Context: an optimization exercise on an open-source flow, tuned for small area, a short achievable clock period and few clock cycles. The choices shown serve that exercise and are no tape-out recipe. Where RTL was checked, it was by simulation tests only, not by an equivalence proof against the original. Power is estimated from default activity; no workload was simulated.

==> flow/design.v <==
module codec_core (
    input             clk,
    input             rst,
    input             cmd_valid,
    output            cmd_ready,
    input      [7:0]  cmd_opc,
    input      [4:0]  cmd_width,
    input      [15:0] cmd_len,
    input      [15:0] cmd_count,
    input             in_valid,
    output            in_ready,
    input      [15:0] in_data,
    output            out_valid,
    input             out_ready,
    output     [15:0] out_data,
    output            done,
    output            err,
    output     [3:0]  err_code,
    output     [15:0] err_info
);
    reg        busy;       
    reg        fin;        
    reg        skip;       
    reg        enc, dec, qd, qu, pk, up;   
    reg [4:0]  w;          
    reg [3:0]  p;          
    reg [3:0]  amt;        
    reg [15:0] in_left;    
    reg [15:0] cnt;        
    reg [15:0] W0;         
    reg        ld;         
    reg        tl;         
    reg        rn;         
    reg        inz, in1;   
    reg        cntz, cnt1; 
    reg [4:0]  ps;         
    reg        err_r;
    reg        c_w;        
    reg        c_r;        
    reg        ov;
    reg [15:0] od;
    wire is_q   = qd | qu;
    wire is_rle = enc | dec;
    wire left   = pk | qu;
    wire work = busy & ~fin;
    wire room = ~ov | out_ready;
    wire [15:0] mask;      
    wire [15:0] gep;       
    wire [15:0] lts;       
    genvar j;
    generate
        for (j = 0; j < 16; j = j + 1) begin : g_th
            assign mask[j] = w > j;
            assign gep[j]  = p <= j;
            assign lts[j]  = ps[3:0] > j;
        end
    endgenerate
    wire [4:0]  sum2  = {1'b0, ps[3:0]} + w;    
    wire        crs   = ps[4];                  
    wire        need  = ps[4] & (|ps[3:0]);     
    wire [15:0] m2    = up ? {16{~inz}} : {16{~tl}};
    wire [15:0] k_in  = crs ? gep : (gep & lts);
    wire [15:0] k_out = crs ? (lts & ~gep) : 16'd0;
    wire [15:0] selw  = up ? (gep & {16{ld}}) : {16{enc | (dec & ~ld)}};
    wire [15:0] flip  = {qd, 5'd0, qu, 9'd0};
    wire [15:0] X     = (selw & W0) | (~selw & ((in_data & m2) ^ flip));
    wire [15:0] r1    = amt[0] ? {X[0],     X[15:1]}  : X;
    wire [15:0] r2    = amt[1] ? {r1[1:0],  r1[15:2]} : r1;
    wire [15:0] r4    = amt[2] ? {r2[3:0],  r2[15:4]} : r2;
    wire [15:0] R     = amt[3] ? {r4[7:0],  r4[15:8]} : r4;
    wire [15:0] bp_out = left ? ((k_in & R) | (~gep & W0)) : (R & mask);
    wire bad  = |(in_data & ~mask);
    wire same = (in_data[7:0] == W0[7:0]) & ~cntz;
    wire [15:0] in_left_m1 = in_left - 16'd1;
    wire [15:0] cnt_m1     = cnt - 16'd1;
    wire        in_left2   = in_left == 16'd2;
    wire        cnt2       = cnt == 16'd2;
    wire mA = work & ~inz & (skip | ((up | dec) & cntz));
    wire mB = work & ~inz & (is_q | (pk & ~tl) | (up & ~cntz & (~ld | crs)) |
                             (dec & ~cntz & (ld | cnt1)) | (enc & ~tl));
    wire in_rdy = mA | (mB & room);
    wire take   = in_valid & in_rdy;
    wire em_r  = work & ((pk & tl) | (up & ~cntz & ((ld & ~crs) | inz)) | (dec & ~ld & ~cntz) |
                         (enc & (tl | ld)) | (enc & ~tl & ~ld & inz & rn));
    wire em_rv = work & up & ~cntz & (~ld | crs) & ~inz;
    wire em_t  = work & (is_q | (pk & ~tl & (crs | in1)) | (dec & ld & ~cntz));
    wire em_tb = work & enc & ~tl & ~ld & rn;
    wire emit  = (room & (em_r | (em_rv & in_valid))) | (take & (em_t | (em_tb & ~same)));
    wire f_1  = work & ((skip & inz) | (is_q & inz) | (pk & ~tl & inz) | (up & cntz & inz) |
                        (dec & ~ld & cntz & inz) | (enc & ~tl & ~ld & inz & ~rn));
    wire f_v  = work & ((skip & in1) | (up & cntz & in1));
    wire f_t  = work & ((is_q & in1) | (pk & ~tl & in1 & ~need) | (dec & ld & in1 & (cntz | cnt1)));
    wire f_r  = work & ((pk & tl) | (up & ~cntz & cnt1 & inz) | (dec & ~ld & ~cntz & cnt1 & inz) |
                        (enc & ld & ~tl & inz & ~rn));
    wire f_rv = work & up & ~cntz & cnt1 & (~ld | crs) & in1;
    wire finish = f_1 | (in_valid & f_v) | (take & f_t) | (room & (f_r | (f_rv & in_valid)));
    wire ecnt     = enc & (tl | ~ld);
    wire cmd_rdy  = ~busy & (~fin | room);
    wire cmd_fire = cmd_valid & cmd_rdy;
    wire c_bp     = cmd_opc[5];
    wire c_q      = cmd_opc[4];
    wire c_dir    = cmd_opc[1];
    wire wbad     = cmd_width == 5'd0 || cmd_width > 5'd16;
    wire skip_c   = (c_bp & wbad) | (~c_bp & ~c_q & c_dir & cmd_len[0]);
    wire c_enc    = ~skip_c & ~c_bp & ~c_q & ~c_dir;
    wire c_dec    = ~skip_c & ~c_bp & ~c_q &  c_dir;
    wire c_qd     = ~skip_c & c_q & ~c_dir;
    wire c_qu     = ~skip_c & c_q &  c_dir;
    wire c_pk     = ~skip_c & c_bp & ~c_dir;
    wire c_up     = ~skip_c & c_bp &  c_dir;
    wire c_inz    = cmd_len == 16'd0;
    wire c_cntz   = ~c_up | (cmd_count == 16'd0);
    wire c_cnt1   = c_up & (cmd_count == 16'd1);
    wire e_brk   = take & ~same & enc & ~tl & rn;
    wire e_tail  = room & work & enc & ~tl & ~ld & inz & rn;
    wire e_start = take & enc & ~rn;
    wire e_ext   = take & same & enc & rn;
    wire d_load  = take & dec & ~ld;
    wire c_dec1  = (emit & (up | dec)) | e_ext | (take & (qu | pk) & ~err_r) | (take & skip & ~c_w);
    wire step    = (take & pk & ~tl) | (emit & up & ~cntz);
    reg inz_n, in1_n, cntz_n, cnt1_n, ld_n, tl_n, rn_n;
    always @* begin
        inz_n  = inz;
        in1_n  = in1;
        cntz_n = cntz;
        cnt1_n = cnt1;
        ld_n   = ld;
        tl_n   = tl;
        rn_n   = rn;
        if (cmd_fire) begin
            inz_n  = c_inz;
            in1_n  = cmd_len == 16'd1;
            cntz_n = c_cntz;
            cnt1_n = c_cnt1;
            ld_n   = 1'b0;
            tl_n   = 1'b0;
            rn_n   = 1'b0;
        end else begin
            if (take) begin
                inz_n = in1;
                in1_n = in_left2;
            end
            if (d_load) begin
                cntz_n = in_data[7:0] == 8'd0;
                cnt1_n = in_data[7:0] == 8'd1;
            end else if (e_start | e_brk) begin
                cntz_n = 1'b0;
                cnt1_n = 1'b0;
            end else if (c_dec1) begin
                cntz_n = cnt1;
                cnt1_n = cnt2;
            end
            if (pk) begin
                if (tl) begin
                    if (room) tl_n = 1'b0;
                end else if (take & in1 & need)
                    tl_n = 1'b1;
            end
            if (up & ~cntz & ~ld & emit)
                ld_n = ~crs;
            if (dec & take)
                ld_n = ~ld;
            if (enc) begin
                if (e_start)
                    rn_n = 1'b1;
                else if (e_tail)
                    rn_n = 1'b0;
                if (tl) begin
                    if (room) tl_n = 1'b0;
                end else if (ld) begin
                    if (e_brk) tl_n = 1'b1;
                    else if (room) ld_n = 1'b0;
                end else if (e_brk | e_tail)
                    ld_n = 1'b1;
            end
        end
    end
    wire busy_n = cmd_fire | (busy & ~(work & finish));
    wire fin_n  = (work & finish) | (fin & ~room);
    always @(posedge clk) begin
        if (rst) begin
            busy <= 1'b0;
            fin  <= 1'b0;
            ov   <= 1'b0;
        end else begin
            busy <= busy_n;
            fin  <= fin_n;
            ov   <= emit | (ov & ~out_ready);
        end
        inz  <= inz_n;
        in1  <= in1_n;
        cntz <= cntz_n;
        cnt1 <= cnt1_n;
        ld   <= ld_n;
        tl   <= tl_n;
        rn   <= rn_n;
        if (emit)
            od <= ecnt ? {8'd0, ~cnt[7:0]} : bp_out;
        if (cmd_fire) begin
            enc   <= c_enc;
            dec   <= c_dec;
            qd    <= c_qd;
            qu    <= c_qu;
            pk    <= c_pk;
            up    <= c_up;
            w     <= c_q ? 5'd10 : c_bp ? cmd_width : 5'd8;
            skip  <= skip_c;
            err_r <= skip_c;
            c_w   <= c_bp & wbad;
            c_r   <= c_bp | c_q;
        end else if (take & (qu | pk) & bad)
            err_r <= 1'b1;
        if (cmd_fire)
            in_left <= cmd_len;
        else if (take)
            in_left <= in_left_m1;
        if (cmd_fire) begin
            p    <= c_q ? 4'd6 : (~c_bp & ~c_dir) ? 4'd8 : 4'd0;
            amt  <= c_q ? (c_dir ? 4'd10 : 4'd6) : (~c_bp & ~c_dir) ? 4'd8 : 4'd0;
            ps   <= c_bp ? cmd_width : 5'd16;
        end else if (step) begin
            p    <= ps[3:0];
            amt  <= up ? ps[3:0] : 4'd0 - ps[3:0];
            ps   <= sum2;
        end
        if (cmd_fire)
            cnt <= ({16{c_up}} & cmd_count) | {{11{skip_c}}, {5{skip_c}} & ~(cmd_width & {5{c_bp}})};
        else if (d_load)
            cnt <= {8'd0, in_data[7:0]};
        else if (e_start | e_brk)
            cnt <= 16'h00FE;
        else if (c_dec1)
            cnt <= cnt_m1;
        if (cmd_fire)
            W0 <= 16'd0;
        else if (take & pk & ~tl)
            W0 <= crs ? (R & k_out) : bp_out;
        else if (e_tail | (up & ~cntz & emit & (crs | ~ld)) | (is_rle & take)) begin
            W0[7:0]  <= in_data[7:0] & {8{~inz}};
            W0[15:8] <= (e_brk | e_tail) ? W0[7:0] : (in_data[15:8] & {8{~inz}});
        end
    end
    assign cmd_ready = cmd_rdy;
    assign in_ready  = in_rdy;
    assign out_valid = ov;
    assign out_data  = od;
    assign done      = fin & room;
    assign err       = err_r;
    assign err_code  = {~c_w & c_r, 1'b0, c_w, ~c_w};
    assign err_info  = ~cnt;
endmodule
==> flow/config.mk <==
export PLATFORM = sky130hd
export DESIGN_NAME = codec_core
export DESIGN_NICKNAME = codec_core
export VERILOG_FILES = /design/flow/design.v
export SDC_FILE = /design/flow/constraint.sdc
export NUM_CORES = 4
export LEC_CHECK = 0
export ABC_AREA = 1
export CAP_MARGIN = 20
export CORE_MARGIN = 2
export CORE_UTILIZATION = 40
export SETUP_SLACK_MARGIN = 2.4
export SLEW_MARGIN = 20
export TNS_END_PERCENT = 5
==> flow/constraint.sdc <==
create_clock -name core_clock -period 5.0 [get_ports {clk}]
set_input_delay 1.0000 -clock core_clock [delete_from_list [all_inputs] [get_ports {clk}]]
set_output_delay 1.0000 -clock core_clock [all_outputs]
set_load 0.01 [all_outputs]
standard.sh (not shown) runs the stock make flow with config.mk's settings and CLKGATE_MAP_FILE= SYNTH_SCRIPT=/design/flow/synth_recipe.tcl, a recipe that flattens the netlist after the stock synthesis.
==> flow/flow/run.sh <==
#!/bin/bash
# Standard synthesis, then the standard ORFS layout steps, with buf_2 port
# buffers in place of the platform's default delay-cell buffers.
set -euo pipefail
bash standard.sh synth > synth.log 2>&1
bash standard.sh "BUFFER_PORTS_ARGS=-buffer_cell sky130_fd_sc_hd__buf_2" finish > layout.log 2>&1
Testbench counts at the start, summed over its fixed seeds: cycles 53,953.
Rerun with:
--- a/flow/design.v
+++ b/flow/design.v
@@ -31,8 +31,8 @@
     reg        ld;         
     reg        tl;         
     reg        rn;         
-    reg        inz, in1;   
-    reg        cntz, cnt1; 
+    reg        inz;        
+    reg        cntz;       
     reg [4:0]  ps;         
     reg        err_r;
     reg        c_w;        
@@ -73,8 +73,8 @@
     wire same = (in_data[7:0] == W0[7:0]) & ~cntz;
     wire [15:0] in_left_m1 = in_left - 16'd1;
     wire [15:0] cnt_m1     = cnt - 16'd1;
-    wire        in_left2   = in_left == 16'd2;
-    wire        cnt2       = cnt == 16'd2;
+    wire        in1        = in_left == 16'd1;
+    wire        cnt1       = cnt == 16'd1;
     wire mA = work & ~inz & (skip | ((up | dec) & cntz));
     wire mB = work & ~inz & (is_q | (pk & ~tl) | (up & ~cntz & (~ld | crs)) |
                              (dec & ~cntz & (ld | cnt1)) | (enc & ~tl));
@@ -110,7 +110,6 @@
     wire c_up     = ~skip_c & c_bp &  c_dir;
     wire c_inz    = cmd_len == 16'd0;
     wire c_cntz   = ~c_up | (cmd_count == 16'd0);
-    wire c_cnt1   = c_up & (cmd_count == 16'd1);
     wire e_brk   = take & ~same & enc & ~tl & rn;
     wire e_tail  = room & work & enc & ~tl & ~ld & inz & rn;
     wire e_start = take & enc & ~rn;
@@ -118,37 +117,29 @@
     wire d_load  = take & dec & ~ld;
     wire c_dec1  = (emit & (up | dec)) | e_ext | (take & (qu | pk) & ~err_r) | (take & skip & ~c_w);
     wire step    = (take & pk & ~tl) | (emit & up & ~cntz);
-    reg inz_n, in1_n, cntz_n, cnt1_n, ld_n, tl_n, rn_n;
+    reg inz_n, cntz_n, ld_n, tl_n, rn_n;
     always @* begin
         inz_n  = inz;
-        in1_n  = in1;
         cntz_n = cntz;
-        cnt1_n = cnt1;
         ld_n   = ld;
         tl_n   = tl;
         rn_n   = rn;
         if (cmd_fire) begin
             inz_n  = c_inz;
-            in1_n  = cmd_len == 16'd1;
             cntz_n = c_cntz;
-            cnt1_n = c_cnt1;
             ld_n   = 1'b0;
             tl_n   = 1'b0;
             rn_n   = 1'b0;
         end else begin
             if (take) begin
                 inz_n = in1;
-                in1_n = in_left2;
             end
             if (d_load) begin
                 cntz_n = in_data[7:0] == 8'd0;
-                cnt1_n = in_data[7:0] == 8'd1;
             end else if (e_start | e_brk) begin
                 cntz_n = 1'b0;
-                cnt1_n = 1'b0;
             end else if (c_dec1) begin
                 cntz_n = cnt1;
-                cnt1_n = cnt2;
             end
             if (pk) begin
                 if (tl) begin
@@ -188,9 +179,7 @@
             ov   <= emit | (ov & ~out_ready);
         end
         inz  <= inz_n;
-        in1  <= in1_n;
         cntz <= cntz_n;
-        cnt1 <= cnt1_n;
         ld   <= ld_n;
         tl   <= tl_n;
         rn   <= rn_n;
=> The changed run completed with no timing, DRC or antenna violations. Core utilization grows by 1.2 points. Routed wire length rose by a few percent. Clock skew drops by 5.7 ps. Design area went up by a few percent. Die area hardly moves. Total power shrinks by a few percent. Sequential share of layout area goes down by 1.2 points. Setup slack got worse by 180 ps. Non-clock buffer count increases by 21.
The RTL of the second run of this note was laid out without a check of its function.

## separate check: timing with driven ports
No port has a modelled driver above. Below, the same layouts with a new extraction and two added sets of constraints. Step 1: set_driving_cell puts a clkbuf_16 on clk and a buf_2 on each other input, an assumption about the parent block. Step 2 times the ports against the registers' clock, not the clock port: input delays grow and output delays shrink by t, the midpoint of the rising clock arrivals with the driver on. Slacks: ideal ports / drivers / drivers and shift; pairs: ideal ports / drivers.
run	shift t [ns]	setup slack, ns	hold WS [ns]	worst setup path after step 2
the first run	0.410	2.245 / 2.200 / 2.023	0.547 / 0.547 / 0.547	input to register
the second run	0.401	2.065 / 2.016 / 1.822	0.460 / 0.460 / 0.460	input to register
After both steps every run listed still meets setup and hold. The setup slack of the second run, which loses most, moves by -0.049 ns with the drivers and by -0.243 ns with both steps.
